Context: an optimization exercise on an open-source flow, tuned for a short achievable clock period. The choices shown serve that exercise and are no tape-out recipe. Where RTL was checked, it was by simulation tests only, not by an equivalence proof against the original.

==> job 6434: inputs <==
==> flow/design.v <==
module mwf1_crc32 (
    input  wire [31:0] s,
    input  wire [7:0]  b,
    output reg  [31:0] o
);
    integer i;
    reg [31:0] t;
    always @* begin
        t = s ^ {24'd0, b};
        for (i = 0; i < 8; i = i + 1) begin
            if (t[0])
                t = (t >> 1) ^ 32'hEDB88320;
            else
                t = t >> 1;
        end
        o = t;
    end
endmodule
module mwf1_rx (
    input  wire        clk,
    input  wire        rst,
    input  wire        rx_valid,
    input  wire [7:0]  rx_data,
    output wire        rx_ready,
    output wire        tx_valid,
    output wire [7:0]  tx_data,
    input  wire        tx_ready,
    output wire        pay_we,
    output wire [14:0] pay_addr,
    output wire [7:0]  pay_wdata,
    output wire        frm_valid,
    output wire [14:0] frm_len,
    input  wire        frm_ready,
    output wire [1:0]  st_phase,
    output wire [1:0]  st_rx_state
);
    reg        ph_rx, ph_dis, ph_ack;
    reg [1:0]  ph_enc;
    reg        s_seek, s_len, s_pay, s_crc;
    reg [1:0]  s_enc;
    reg        pw_en;           
    reg [1:0]  mpre;
    reg        wne;
    reg [3:0]  fc;
    reg [7:0]  len_lo, len_hi;
    reg        lo_ge9, lo_le39;   
    reg        len_rng;           
    reg        len_pre;           
    reg [14:0] frm_len_r;
    reg [14:0] lm2;               
    reg [14:0] pay_cnt;
    reg        plast;             
    reg [7:0]  d_r;
    reg        p_v;
    reg [31:0] u_r;
    reg        u_v;
    reg [31:0] crc;
    reg [7:0]  c0, c1;            
    reg        cm;                
    reg [15:0] tmr;
    reg        tge;               
    reg [7:0]  q0, q1, q2;
    reg [1:0]  ac;
    wire fire = rx_valid;       
    wire [31:0] crc_shift;
    wire [31:0] d_term;
    mwf1_crc32 u_crc_s (.s(crc), .b(8'd0), .o(crc_shift));
    mwf1_crc32 u_crc_d (.s(32'd0), .b(d_r), .o(d_term));
    wire b_4d = (rx_data == 8'h4D);
    wire b_57 = (rx_data == 8'h57);
    wire b_46 = (rx_data == 8'h46);
    wire b_31 = (rx_data == 8'h31);
    wire b_00 = (rx_data == 8'h00);
    wire b_c2  = (rx_data == ~crc[23:16]);
    wire b_c3  = (rx_data == ~crc[31:24]);
    wire c01_ok = (c0 == ~crc[7:0]) && (c1 == ~crc[15:8]);
    wire magic_hit = (mpre == 2'd3) && b_31;
    reg  [1:0] mpre_n;
    always @* begin
        case (mpre)
            2'd0: mpre_n = b_4d ? 2'd1 : 2'd0;
            2'd1: mpre_n = b_57 ? 2'd2 : (b_4d ? 2'd1 : 2'd0);
            2'd2: mpre_n = b_46 ? 2'd3 : (b_4d ? 2'd1 : 2'd0);
            default: mpre_n = b_4d ? 2'd1 : 2'd0;   
        endcase
    end
    wire rng_n = ((rx_data != 8'h00) || lo_ge9) &&
                 ((rx_data < 8'h69) || ((rx_data == 8'h69) && lo_le39));
    wire [15:0] len16  = {len_hi, len_lo};
    wire        len_ok = len_pre && b_00;
    wire        crc_ok = cm && b_c3;
    wire at_bound_m1 = (s_seek && (tmr == 16'd47)) ||
                       ((s_len || s_crc) && (tmr == 16'd31)) ||
                       (s_pay && (tmr == 16'd39999));
    wire expire  = tge && (!s_seek || wne);
    wire [15:0] tmr_inc = tmr + 16'd1;
    wire        tge_inc = tge || at_bound_m1;
    always @(posedge clk) begin
        d_r <= rx_data;
        p_v <= pw_en && fire;
        u_r <= d_term;
        u_v <= p_v;
        if (s_len)
            crc <= 32'hFFFFFFFF;
        else if (u_v)
            crc <= crc_shift ^ u_r;
        if (s_len) begin
            frm_len_r <= len16[14:0];
            lm2       <= len16[14:0] - 15'd2;
            pay_cnt   <= 15'd0;
            plast     <= 1'b0;
        end
        if (ph_rx) begin
            q0 <= 8'h45;
            q1 <= 8'h52;
            q2 <= s_len ? 8'h4C : 8'h43;
            ac <= 2'd3;
        end else if (ph_dis) begin
            q0 <= 8'h4F;
            q1 <= 8'h4B;
            ac <= 2'd2;
        end else if (tx_ready) begin
            q0 <= q1;
            q1 <= q2;
            ac <= ac - 2'd1;
        end
        if (rst) begin
            ph_rx   <= 1'b1;
            ph_dis  <= 1'b0;
            ph_ack  <= 1'b0;
            ph_enc  <= 2'd1;
            s_seek  <= 1'b1;
            s_len   <= 1'b0;
            s_pay   <= 1'b0;
            s_crc   <= 1'b0;
            s_enc   <= 2'd0;
            pw_en   <= 1'b0;
            mpre    <= 2'd0;
            wne     <= 1'b0;
        end else if (ph_rx) begin
            if (fire) begin
                tmr <= tmr_inc;
                tge <= tge_inc;
                if (s_seek) begin
                    tmr <= 16'd0;
                    tge <= 1'b0;
                    if (magic_hit) begin
                        mpre   <= 2'd0;
                        wne    <= 1'b0;
                        fc     <= 4'b0001;
                        s_seek <= 1'b0;
                        s_len  <= 1'b1;
                        s_enc  <= 2'd1;
                    end else begin
                        mpre <= mpre_n;
                        wne  <= 1'b1;
                    end
                end
                if (s_len) begin
                    fc <= {fc[2:0], fc[3]};
                    if (fc[0]) begin
                        len_lo  <= rx_data;
                        lo_ge9  <= (rx_data >= 8'd9);
                        lo_le39 <= (rx_data <= 8'h39);
                    end
                    if (fc[1]) begin
                        len_hi  <= rx_data;
                        len_rng <= rng_n;
                    end
                    if (fc[2])
                        len_pre <= len_rng && b_00;
                    if (fc[3]) begin
                        tmr   <= 16'd0;
                        tge   <= 1'b0;
                        s_len <= 1'b0;
                        if (len_ok) begin
                            s_pay     <= 1'b1;
                            s_enc     <= 2'd2;
                            pw_en     <= 1'b1;
                        end else begin
                            ph_rx  <= 1'b0;
                            ph_ack <= 1'b1;
                            ph_enc <= 2'd3;
                            s_seek <= 1'b1;
                            s_enc  <= 2'd0;
                        end
                    end
                end
                if (s_pay) begin
                    pay_cnt <= pay_cnt + 15'd1;
                    plast   <= (pay_cnt == lm2);
                    if (plast) begin
                        fc    <= 4'b0001;
                        tmr   <= 16'd0;
                        tge   <= 1'b0;
                        s_pay <= 1'b0;
                        s_crc <= 1'b1;
                        s_enc <= 2'd3;
                        pw_en <= 1'b0;
                    end
                end
                if (s_crc) begin
                    fc <= {fc[2:0], fc[3]};
                    if (fc[0])
                        c0 <= rx_data;
                    if (fc[1])
                        c1 <= rx_data;
                    if (fc[2])
                        cm <= c01_ok && b_c2;
                    if (fc[3]) begin
                        tmr    <= 16'd0;
                        tge    <= 1'b0;
                        s_crc  <= 1'b0;
                        s_seek <= 1'b1;
                        s_enc  <= 2'd0;
                        ph_rx  <= 1'b0;
                        if (crc_ok) begin
                            ph_dis <= 1'b1;
                            ph_enc <= 2'd2;
                        end else begin
                            ph_ack <= 1'b1;
                            ph_enc <= 2'd3;
                        end
                    end
                end
            end else if (expire) begin
                tmr    <= 16'd0;
                tge    <= 1'b0;
                mpre   <= 2'd0;
                wne    <= 1'b0;
                s_seek <= 1'b1;
                s_len  <= 1'b0;
                s_pay  <= 1'b0;
                s_crc  <= 1'b0;
                s_enc  <= 2'd0;
                pw_en  <= 1'b0;
            end else begin
                tmr <= tmr_inc;
                tge <= tge_inc;
            end
        end else if (ph_dis) begin
            if (frm_ready) begin
                ph_dis <= 1'b0;
                ph_ack <= 1'b1;
                ph_enc <= 2'd3;
            end
        end else begin  
            if (tx_ready && (ac == 2'd1)) begin
                ph_ack <= 1'b0;
                ph_rx  <= 1'b1;
                ph_enc <= 2'd1;
            end
        end
    end
    assign rx_ready    = ph_rx;
    assign tx_valid    = ph_ack;
    assign tx_data     = q0;
    assign pay_we      = rx_valid && pw_en;
    assign pay_addr    = pay_cnt;
    assign pay_wdata   = rx_data;
    assign frm_valid   = ph_dis;
    assign frm_len     = frm_len_r;
    assign st_phase    = ph_enc;
    assign st_rx_state = s_enc;
endmodule
==> flow/run.sh <==
#!/bin/bash
# synth_recipe.tcl (not shown) runs the flow's synth.tcl, then flattens the netlist and writes it again
# the make line also repeats each setting of config.mk as NAME=value (left out here)
make -C /OpenROAD-flow-scripts/flow DESIGN_CONFIG=/design/flow/config.mk WORK_HOME=/design/flow/orfs CLKGATE_MAP_FILE= SYNTH_SCRIPT=/design/flow/synth_recipe.tcl finish
==> flow/config.mk <==
export PLATFORM = sky130hd
export DESIGN_NAME = mwf1_rx
export DESIGN_NICKNAME = mwf1_rx
export VERILOG_FILES = /design/flow/design.v
export SDC_FILE = /design/flow/constraint.sdc
export NUM_CORES = 4
export LEC_CHECK = 0
export ABC_CLOCK_PERIOD_IN_PS = 1800
export CAP_MARGIN = 20
export CORE_MARGIN = 2
export CORE_UTILIZATION = 50
export PLACE_DENSITY = 0.7
export SETUP_SLACK_MARGIN = 2.2
export SLEW_MARGIN = 20
export TNS_END_PERCENT = 100
==> flow/constraint.sdc <==
create_clock -name core_clock -period 4.0 [get_ports {clk}]
set_input_delay 0.8000 -clock core_clock [delete_from_list [all_inputs] [get_ports {clk}]]
set_output_delay 0.8000 -clock core_clock [all_outputs]
set_load 0.01 [all_outputs]
==> job 1114: changes against job 6434 <==
--- a/flow/config.mk
+++ b/flow/config.mk
@@ -7,8 +7,8 @@
 export LEC_CHECK = 0
-export ABC_CLOCK_PERIOD_IN_PS = 1800
+export ABC_CLOCK_PERIOD_IN_PS = 1500
 export CAP_MARGIN = 20
 export CORE_MARGIN = 2
-export CORE_UTILIZATION = 50
-export PLACE_DENSITY = 0.7
-export SETUP_SLACK_MARGIN = 2.2
+export CORE_UTILIZATION = 60
+export PLACE_DENSITY = 0.75
+export SETUP_SLACK_MARGIN = 2.3
 export SLEW_MARGIN = 20
==> job 498: changes against job 6434 <==
--- a/flow/design.v
+++ b/flow/design.v
@@ -99,3 +99,3 @@
         d_r <= rx_data;
-        p_v <= pw_en && fire;
+        p_v <= s_pay && fire;    
         u_r <= d_term;
--- a/flow/config.mk
+++ b/flow/config.mk
@@ -7,8 +7,8 @@
 export LEC_CHECK = 0
-export ABC_CLOCK_PERIOD_IN_PS = 1800
+export ABC_CLOCK_PERIOD_IN_PS = 300
 export CAP_MARGIN = 20
 export CORE_MARGIN = 2
-export CORE_UTILIZATION = 50
-export PLACE_DENSITY = 0.7
-export SETUP_SLACK_MARGIN = 2.2
+export CORE_UTILIZATION = 60
+export PLACE_DENSITY = 0.75
+export SETUP_SLACK_MARGIN = 2.3
 export SLEW_MARGIN = 20
==> results_dict.tcl <==
set metrics [dict create \
    nWellTaps 234 \
    outcome "finished clean" \
    p_clk_frac 0.416 \
    synth-compound-area-share 0.0776 \
    switching_share 0.228 \
    vias 6605 \
    yosys-top-cells-count "xnor2_1, dfxtp_1, edfxtp_1" \
    synth-xor-area-share 0.197 \
    combPwrFrac 0.086 \
]
# the run above: job 6434

==> results_dict.tcl <==
set metrics [dict create \
    hold_viol_final 0 \
    p_clk_frac 0.414 \
    place_congestion 0.952 \
    switching_share 0.230 \
    synth-xor-area-share 0.197 \
    outcome "finished clean" \
    nWellTaps 211 \
    n_all_inverters 17 \
    synth-compound-area-share 0.0771 \
]
# the run above: job 498

==> results_dict.tcl <==
set metrics [dict create \
    synth-xor-area-share 0.197 \
    largest_reg_flops 32 \
    synth-compound-area-share 0.0776 \
    met1_usage 0.329 \
    postCtsResizedCells 407 \
    yosys-top-cells-count "xnor2_1, dfxtp_1, edfxtp_1" \
    intPower_mw 3.61 \
    combPwrFrac 0.091 \
    drt-initial-drc-count 419 \
    nWellTaps 211 \
    vias 7075 \
    outcome "finished clean" \
    post_dp_cell_area_um2 10200 \
]
# the run above: job 1114

No functional check of the RTL was part of job 498.

[static timing again, ports no longer ideal]
No port has a modelled driver above. Below, the same layouts with a new extraction and two added sets of constraints. Step 1 (the two cells are an assumption about what drives the block):
set clk [get_ports {clk}]
set_driving_cell -lib_cell sky130_fd_sc_hd__clkbuf_16 $clk
set_driving_cell -lib_cell sky130_fd_sc_hd__buf_2 [delete_from_list [all_inputs] $clk]
Step 2 times the ports against the registers' clock, not the clock port: input delays grow and output delays shrink by t, the midpoint of the rising clock arrivals with the driver on. Slacks: no drivers / after step 1 / after step 2; pairs: no drivers / after step 1.
run | t, ns | setup WS [ns] | worst setup path after step 2 | clock arrival spread, ns
job 6434 | 0.544 | 2.044 / 1.998 / 1.539 | input to register | 0.019 / 0.019
job 1114 | 0.547 | 2.065 / 2.018 / 1.522 | input to register | 0.011 / 0.012
job 498 | 0.526 | 1.864 / 1.868 / 1.342 | input to register | 0.013 / 0.013
After both steps setup and hold are still met in every run listed. The setup slack of job 1114, which loses most, moves by -0.047 ns with the drivers and by -0.543 ns with both steps.
